Background: an optimization exercise with open tools, aiming at small area, a short achievable clock period and few clock cycles per item. Do not read the settings as production practice.
In this exercise RTL edits were held to simulation tests only and were not proved equivalent to the original.
Power figures rest on the tool's default switching activity, not on a simulated workload.

Setup of JK:
==> module rng90_framer, before the edit <==
module rng90_framer (
    input  wire        clk,
    input  wire        rst,
    input  wire        cmd_valid,
    output wire        cmd_ready,
    input  wire [7:0]  cmd_opcode,
    input  wire [7:0]  cmd_param1,
    input  wire [15:0] cmd_param2,
    input  wire [7:0]  cmd_len,
    input  wire        din_valid,
    output wire        din_ready,
    input  wire [7:0]  din_data,
    output wire        tx_valid,
    input  wire        tx_ready,
    output wire [7:0]  tx_data,
    output wire        tx_last
);
    localparam integer P_SEL  = 0,
                       P_CNT  = 1,
                       P_OP   = 2,
                       P_P1   = 3,
                       P_P2L  = 4,
                       P_P2H  = 5,
                       P_DATA = 6,
                       P_CRCL = 7,
                       P_CRCH = 8;
    reg [8:0]  ps;
    reg [7:0]  left;         
    reg        cmd_rdy, din_rdy;
    reg [15:0] crc;          
    reg        tx_v, tx_l, tx_cov;
    reg [7:0]  tx_d;
    reg        sk_v, sk_cov;  
    reg [7:0]  sk_d;
    assign cmd_ready = cmd_rdy;
    assign din_ready = din_rdy;
    assign tx_valid  = tx_v;
    assign tx_data   = tx_d;
    assign tx_last   = tx_l;
    wire pop = tx_v && tx_ready;
    wire [15:0] crc_full;    
    rng90_crc_step u_crc (
        .crc_in (crc),
        .data   (tx_d),
        .crc_out(crc_full)
    );
    wire [15:0] crc_now = (tx_v && tx_cov) ? crc_full : crc;
    wire [7:0] cnt_b  = left + 8'd7;
    wire       push_r = (ps[P_SEL] && cmd_valid) || ps[P_CNT] ||
                        ((ps[P_OP] || ps[P_P1] || ps[P_P2L]) && cmd_valid) ||
                        (cmd_valid && cmd_rdy) || (din_valid && din_rdy) ||
                        ps[P_CRCL] || ps[P_CRCH];
    wire       push   = push_r && !sk_v;
    wire [7:0] pd     = ({8{ps[P_SEL]}}  & 8'h03) |
                        ({8{ps[P_CNT]}}  & cnt_b) |
                        ({8{ps[P_OP]}}   & cmd_opcode) |
                        ({8{ps[P_P1]}}   & cmd_param1) |
                        ({8{ps[P_P2L]}}  & cmd_param2[7:0]) |
                        ({8{ps[P_P2H]}}  & cmd_param2[15:8]) |
                        ({8{ps[P_DATA]}} & din_data) |
                        ({8{ps[P_CRCL]}} & crc_now[7:0]) |
                        ({8{ps[P_CRCH]}} & crc[15:8]);
    wire       p_cov  = |ps[P_DATA:P_CNT];
    wire       p_last = ps[P_CRCH];
    wire       l_zero = (left == 8'd0);
    wire       l_one  = (left == 8'd1);
    wire [8:0] ps_adv = {ps[P_CRCL],
                         (ps[P_P2H] && l_zero) || (ps[P_DATA] && l_one),
                         (ps[P_P2H] && !l_zero) || (ps[P_DATA] && !l_one),
                         ps[P_P2L], ps[P_P1], ps[P_OP], ps[P_CNT], ps[P_SEL],
                         ps[P_CRCH]};
    wire [8:0] ps_n   = push ? ps_adv : ps;
    wire head_free = !tx_v || pop;
    wire sk_v_n    = head_free ? (sk_v && push) : (sk_v || push);
    always @(posedge clk) begin
        if (head_free) begin
            tx_d <= sk_v ? sk_d : pd;
            tx_l   <= sk_v ? ps[P_SEL] : p_last;
            tx_cov <= sk_v ? sk_cov : p_cov;
        end
        if (push && !(head_free && !sk_v)) begin
            sk_d   <= pd;
            sk_cov <= p_cov;
        end
        if (push && ps[P_SEL])
            left <= cmd_len;
        else if (push && ps[P_DATA])
            left <= left - 8'd1;
    end
    always @(posedge clk) begin
        if (rst) begin
            ps      <= 9'd1;
            cmd_rdy <= 1'b0;
            din_rdy <= 1'b0;
            crc     <= 16'h0000;
            tx_v    <= 1'b0;
            sk_v    <= 1'b0;
        end else begin
            ps      <= ps_n;
            cmd_rdy <= ps_n[P_P2H] && !sk_v_n;
            din_rdy <= ps_n[P_DATA] && !sk_v_n;
            if (pop)
                crc <= tx_l ? 16'h0000 : crc_now;
            if (head_free)
                tx_v <= sk_v || push;
            sk_v    <= sk_v_n;
        end
    end
endmodule
Settings: LEC_CHECK=0, ABC_CLOCK_PERIOD_IN_PS=2000, CAP_MARGIN=20, CORE_MARGIN=2, CORE_UTILIZATION=55, PLACE_DENSITY=0.72, SETUP_SLACK_MARGIN=3.3, SLEW_MARGIN=20; clock period 5.5 ns.
standard.sh (not shown) runs the stock make flow with config.mk's settings and CLKGATE_MAP_FILE= SYNTH_SCRIPT=/design/flow/synth_recipe.tcl, a recipe that flattens the netlist after the stock synthesis.
==> flow/flow/run.sh <==
#!/bin/bash
# The standard layout, with plain buffers on the ports (instead of the delay
# cells buffer_ports picks by default), resizing not tied to footprints, and
# a flatter clock tree (larger sink clusters, no dummy loads).
set -euo pipefail
bash standard.sh \
  "BUFFER_PORTS_ARGS=-buffer_cell sky130_fd_sc_hd__buf_2" \
  MATCH_CELL_FOOTPRINT=0 \
  "CTS_ARGS=-sink_clustering_enable -repair_clock_nets -sink_clustering_size 30 -sink_clustering_max_diameter 100 -dont_use_dummy_load" \
  finish > flow_make.log 2>&1
The final layout from JK, which completed every stage, passed the timing, design-rule and antenna checks at the end of the flow.
Testbench counts of JK, summed over its fixed seeds: cycles 38,863, items 2,080.
Changes in PW relative to JK:
diff --git a/flow/design.v b/flow/design.v
--- a/flow/design.v
+++ b/flow/design.v
@@ -43,29 +43,22 @@
                        P_CRCL = 7,
                        P_CRCH = 8;
     reg [8:0]  ps;
     reg [7:0]  left;         
     reg        cmd_rdy, din_rdy;
     reg [15:0] crc;          
-    reg        tx_v, tx_l, tx_cov;
+    reg        tx_v, tx_l;
     reg [7:0]  tx_d;
     reg        sk_v, sk_cov;  
     reg [7:0]  sk_d;
     assign cmd_ready = cmd_rdy;
     assign din_ready = din_rdy;
     assign tx_valid  = tx_v;
     assign tx_data   = tx_d;
     assign tx_last   = tx_l;
     wire pop = tx_v && tx_ready;
-    wire [15:0] crc_full;    
-    rng90_crc_step u_crc (
-        .crc_in (crc),
-        .data   (tx_d),
-        .crc_out(crc_full)
-    );
-    wire [15:0] crc_now = (tx_v && tx_cov) ? crc_full : crc;
     wire [7:0] cnt_b  = left + 8'd7;
     wire       push_r = (ps[P_SEL] && cmd_valid) || ps[P_CNT] ||
                         ((ps[P_OP] || ps[P_P1] || ps[P_P2L]) && cmd_valid) ||
                         (cmd_valid && cmd_rdy) || (din_valid && din_rdy) ||
                         ps[P_CRCL] || ps[P_CRCH];
     wire       push   = push_r && !sk_v;
@@ -73,31 +66,40 @@
                         ({8{ps[P_CNT]}}  & cnt_b) |
                         ({8{ps[P_OP]}}   & cmd_opcode) |
                         ({8{ps[P_P1]}}   & cmd_param1) |
                         ({8{ps[P_P2L]}}  & cmd_param2[7:0]) |
                         ({8{ps[P_P2H]}}  & cmd_param2[15:8]) |
                         ({8{ps[P_DATA]}} & din_data) |
-                        ({8{ps[P_CRCL]}} & crc_now[7:0]) |
+                        ({8{ps[P_CRCL]}} & crc[7:0]) |
                         ({8{ps[P_CRCH]}} & crc[15:8]);
     wire       p_cov  = |ps[P_DATA:P_CNT];
     wire       p_last = ps[P_CRCH];
     wire       l_zero = (left == 8'd0);
     wire       l_one  = (left == 8'd1);
     wire [8:0] ps_adv = {ps[P_CRCL],
                          (ps[P_P2H] && l_zero) || (ps[P_DATA] && l_one),
                          (ps[P_P2H] && !l_zero) || (ps[P_DATA] && !l_one),
                          ps[P_P2L], ps[P_P1], ps[P_OP], ps[P_CNT], ps[P_SEL],
                          ps[P_CRCH]};
     wire [8:0] ps_n   = push ? ps_adv : ps;
     wire head_free = !tx_v || pop;
+    wire       tx_load  = head_free && (sk_v || push);
+    wire [7:0] tx_src   = sk_v ? sk_d : pd;
+    wire       src_last = sk_v ? ps[P_SEL] : p_last;
+    wire       src_cov  = sk_v ? sk_cov : p_cov;
+    wire [15:0] crc_next;
+    rng90_crc_step u_crc (
+        .crc_in (crc),
+        .data   (tx_src),
+        .crc_out(crc_next)
+    );
     wire sk_v_n    = head_free ? (sk_v && push) : (sk_v || push);
     always @(posedge clk) begin
         if (head_free) begin
-            tx_d <= sk_v ? sk_d : pd;
-            tx_l   <= sk_v ? ps[P_SEL] : p_last;
-            tx_cov <= sk_v ? sk_cov : p_cov;
+            tx_d <= tx_src;
+            tx_l <= src_last;
         end
         if (push && !(head_free && !sk_v)) begin
             sk_d   <= pd;
             sk_cov <= p_cov;
         end
         if (push && ps[P_SEL])
@@ -114,14 +116,16 @@
             tx_v    <= 1'b0;
             sk_v    <= 1'b0;
         end else begin
             ps      <= ps_n;
             cmd_rdy <= ps_n[P_P2H] && !sk_v_n;
             din_rdy <= ps_n[P_DATA] && !sk_v_n;
-            if (pop)
-                crc <= tx_l ? 16'h0000 : crc_now;
+            if (tx_load && src_last)
+                crc <= 16'h0000;
+            else if (tx_load && src_cov)
+                crc <= crc_next;
             if (head_free)
                 tx_v <= sk_v || push;
             sk_v    <= sk_v_n;
         end
     end
 endmodule
## What came out
In PW, wire length per cell is lower than in JK.
Delta (PW minus JK): power rose by 3.0%, proportion of total power due to net switching rose by 0.87 points.
Between JK and PW, the flow reports routed length on met3 increasing by a little under 10%.
Share of total power in combinational logic: PW vs JK up 2.3 points
Changes observed in PW relative to JK: maximum frequency fell by 22%, power density relative to cell area rose by about 0.4%.
Testbench counts of PW, summed over its fixed seeds: cycles 38,863, items 2,080.

-- afterwards: timing with drivers on the ports --
How much do the figures lean on ideal ports? The routed layouts below were timed once more, with nothing changed but the port constraints. Step 1 sets driving cells, clkbuf_16 on the clock port and buf_2 on the other inputs (assumed; they add their load-dependent delay and slew). Step 2 adds t to the input delays and takes it off the output delays; t is the mean of the earliest and latest rising clock arrival at the registers after step 1. Input paths then give back, and output paths get back, about the clock's delay inside the block. Slacks: ideal ports / drivers / drivers and shift; pairs: ideal ports / drivers.
| run | t (ns) | setup slack, ns | worst slew at a driven data input, ns |
|---|---|---|---|
| JK | 0.592 | 3.190 / 3.133 / 2.789 | 0.04 |
| PW | 0.583 | 2.532 / 2.547 / 1.965 | 0.05 |
After both steps setup and hold are still met in every run listed. The setup slack of PW, which loses most, moves by +0.015 ns with the drivers and by -0.567 ns with both steps.
